Source: an optimization exercise on an open RTL-to-GDS flow (aim: small area and a short achievable clock period). Production flows keep margins and buffers that such runs may drop.
Only simulation tests tie the RTL to the original design; equivalence was not proved.

==> 01-05: inputs <==
Design fpcore, start of the top module:
module fpcore (
    input  wire        clk,
    input  wire [2:0]  op,       
    input  wire        fmt,      
    input  wire [1:0]  rm,       
    input  wire [31:0] a,
    input  wire [31:0] b,
    output reg  [31:0] res,
    output reg         inv
);
Settings: LEC_CHECK=0, CAP_MARGIN=50, CORE_MARGIN=2, CORE_UTILIZATION=40, SLEW_MARGIN=70; clock period 100.0 ns.
run.sh (not shown) runs the stock make flow with config.mk's settings and CLKGATE_MAP_FILE= SYNTH_SCRIPT=/design/flow/synth_recipe.tcl, a recipe that flattens the netlist after the stock synthesis.
==> 05-04: changes against 01-05 <==
--- a/flow/design.v
+++ b/flow/design.v
@@ -218,20 +218,22 @@
     wire        dst = f[0] | ~wzero;
     wire [25:0] u   = dv ? tq : {m, h0, 1'b0};
     wire        st  = dv ? dst : st0;
     wire [22:0] pay = m[22:0];
     localparam [1:0] RTZ = 2'd0, RNE = 2'd1, RUP = 2'd2, RDN = 2'd3;
     reg  [31:0]       ovf, sw;
-    reg  signed [9:0] be, e1;
+    reg  signed [9:0] be;
     reg  [23:0]       mn, ms, mt;
     reg               hn, sn, hs, ss, ht, stt, lsb, hr, sr;
     reg  [9:0]        sh;
     reg  [51:0]       ext;
     reg               sub, inc, big, of;
-    reg  [24:0]       m2;
-    reg  [23:0]       mk, pa;
+    reg  [23:0]       mk, pa, m1v;
+    reg  signed [9:0] e0, e1v;
+    reg               of0, of1;
+    reg  [31:0]       r0, r1;
     integer           l3, i3;
     always @* begin
         case (cls)
             2'd0:    sw = fmt ? 32'h7FFF_FFFE : 32'h0000_7FFE;
             2'd1:    sw = fmt ? {s, 8'hFF, 23'd0} : {16'd0, s, 5'h1F, 10'd0};
             2'd2:    sw = fmt ? {s, 31'd0} : {16'd0, s, 15'd0};
@@ -274,26 +276,39 @@
         endcase
         mk = {mt[23:13], fmt ? mt[12:0] : 13'h1FFF};
         pa = mk;
         for (l3 = 1; l3 < 24; l3 = l3 * 2)
             for (i3 = 23; i3 >= l3; i3 = i3 - 1)
                 pa[i3] = pa[i3] & pa[i3-l3];
-        m2 = {inc & pa[23], mk ^ ({pa[22:0], 1'b1} & {24{inc}})};
-        if (sub)
-            e1 = m2[24] ? 10'sd2 : {9'd0, m2[23]};
+        m1v = mk ^ {pa[22:0], 1'b1};
+        if (sub) begin
+            e0  = {9'd0, mk[23]};
+            e1v = pa[23] ? 10'sd2 : {9'd0, m1v[23]};
+        end else begin
+            e0  = be;
+            e1v = be + {9'd0, pa[23]};
+        end
+        of0 = ~sub & (fmt ? (be >= 255) : (be >= 31));
+        of1 = ~sub & (fmt ? (be >= 255 || e1v >= 255) : (be >= 31 || e1v >= 31));
+        if (spec)
+            r0 = sw;
+        else if (of0)
+            r0 = ovf;
+        else if (fmt)
+            r0 = {s, e0[7:0], mk[22:0]};
         else
-            e1 = be + {9'd0, m2[24]};
-        of = ~sub & (fmt ? (be >= 255 || e1 >= 255) : (be >= 31 || e1 >= 31));
+            r0 = {16'd0, s, e0[4:0], mk[22:13]};
         if (spec)
-            r = sw;
-        else if (of)
-            r = ovf;
+            r1 = sw;
+        else if (of1)
+            r1 = ovf;
         else if (fmt)
-            r = {s, e1[7:0], m2[22:0]};
+            r1 = {s, e1v[7:0], m1v[22:0]};
         else
-            r = {16'd0, s, e1[4:0], m2[22:13]};
+            r1 = {16'd0, s, e1v[4:0], m1v[22:13]};
+        r = inc ? r1 : r0;
     end
 endmodule
 module fp_fmt #(
     parameter K1 = 3,
     parameter K2 = 10
 ) (
PLACE_DENSITY = 0.88   (was default)
==> 02-22: changes against 01-05 <==
--- a/flow/design.v
+++ b/flow/design.v
@@ -218,20 +218,22 @@
     wire        dst = f[0] | ~wzero;
     wire [25:0] u   = dv ? tq : {m, h0, 1'b0};
     wire        st  = dv ? dst : st0;
     wire [22:0] pay = m[22:0];
     localparam [1:0] RTZ = 2'd0, RNE = 2'd1, RUP = 2'd2, RDN = 2'd3;
     reg  [31:0]       ovf, sw;
-    reg  signed [9:0] be, e1;
+    reg  signed [9:0] be;
     reg  [23:0]       mn, ms, mt;
     reg               hn, sn, hs, ss, ht, stt, lsb, hr, sr;
     reg  [9:0]        sh;
     reg  [51:0]       ext;
     reg               sub, inc, big, of;
-    reg  [24:0]       m2;
-    reg  [23:0]       mk, pa;
+    reg  [23:0]       mk, pa, m1v;
+    reg  signed [9:0] e0, e1v;
+    reg               of0, of1;
+    reg  [31:0]       r0, r1;
     integer           l3, i3;
     always @* begin
         case (cls)
             2'd0:    sw = fmt ? 32'h7FFF_FFFE : 32'h0000_7FFE;
             2'd1:    sw = fmt ? {s, 8'hFF, 23'd0} : {16'd0, s, 5'h1F, 10'd0};
             2'd2:    sw = fmt ? {s, 31'd0} : {16'd0, s, 15'd0};
@@ -274,26 +276,39 @@
         endcase
         mk = {mt[23:13], fmt ? mt[12:0] : 13'h1FFF};
         pa = mk;
         for (l3 = 1; l3 < 24; l3 = l3 * 2)
             for (i3 = 23; i3 >= l3; i3 = i3 - 1)
                 pa[i3] = pa[i3] & pa[i3-l3];
-        m2 = {inc & pa[23], mk ^ ({pa[22:0], 1'b1} & {24{inc}})};
-        if (sub)
-            e1 = m2[24] ? 10'sd2 : {9'd0, m2[23]};
+        m1v = mk ^ {pa[22:0], 1'b1};
+        if (sub) begin
+            e0  = {9'd0, mk[23]};
+            e1v = pa[23] ? 10'sd2 : {9'd0, m1v[23]};
+        end else begin
+            e0  = be;
+            e1v = be + {9'd0, pa[23]};
+        end
+        of0 = ~sub & (fmt ? (be >= 255) : (be >= 31));
+        of1 = ~sub & (fmt ? (be >= 255 || e1v >= 255) : (be >= 31 || e1v >= 31));
+        if (spec)
+            r0 = sw;
+        else if (of0)
+            r0 = ovf;
+        else if (fmt)
+            r0 = {s, e0[7:0], mk[22:0]};
         else
-            e1 = be + {9'd0, m2[24]};
-        of = ~sub & (fmt ? (be >= 255 || e1 >= 255) : (be >= 31 || e1 >= 31));
+            r0 = {16'd0, s, e0[4:0], mk[22:13]};
         if (spec)
-            r = sw;
-        else if (of)
-            r = ovf;
+            r1 = sw;
+        else if (of1)
+            r1 = ovf;
         else if (fmt)
-            r = {s, e1[7:0], m2[22:0]};
+            r1 = {s, e1v[7:0], m1v[22:0]};
         else
-            r = {16'd0, s, e1[4:0], m2[22:13]};
+            r1 = {16'd0, s, e1v[4:0], m1v[22:13]};
+        r = inc ? r1 : r0;
     end
 endmodule
 module fp_fmt #(
     parameter K1 = 3,
     parameter K2 = 10
 ) (
PLACE_DENSITY = 0.8   (was default)
==> comparison <==
- In synthesized area, 05-04 and 02-22 do not differ.
- Of 02-22 and 05-04, 05-04 has the higher critical path depth (gap 3).
- In die area, 02-22 and 05-04 do not differ.
- Sequential share of layout area, lowest first: 02-22, 05-04, 01-05.
- The highest non-clock buffer count belongs to 01-05, the lowest to 05-04.
- First-iteration DRC count, lowest first: 01-05, 02-22, 05-04.

## what the ideal ports hide
The results above use ideal ports. As a check the final layouts listed here were re-extracted and re-timed, cells and wires unchanged. Step 1 assumes that a clkbuf_16 drives the clock port and a buf_2 every other input. Step 2 times the ports against the registers' clock, not the clock port: input delays grow and output delays shrink by t, the midpoint of the rising clock arrivals with the driver on. Three values: ideal ports, drivers, drivers and shift; two values: the first two.
run | t (ns) | setup WS [ns] | worst hold slack (ns) | worst register clock-pin slew, ns
01-05 | 0.673 | 61.243 / 61.176 / 61.527 | 0.325 / 0.325 / 0.325 | 0.07 / 0.07
05-04 | 0.645 | 61.301 / 61.211 / 61.848 | 0.327 / 0.327 / 0.327 | 0.08 / 0.08
02-22 | 0.629 | 61.879 / 61.808 / 61.773 | 0.340 / 0.340 / 0.340 | 0.07 / 0.07
After both steps setup and hold are still met in every run listed. The setup slack of 02-22, which loses most, moves by -0.071 ns with the drivers and by -0.106 ns with both steps.
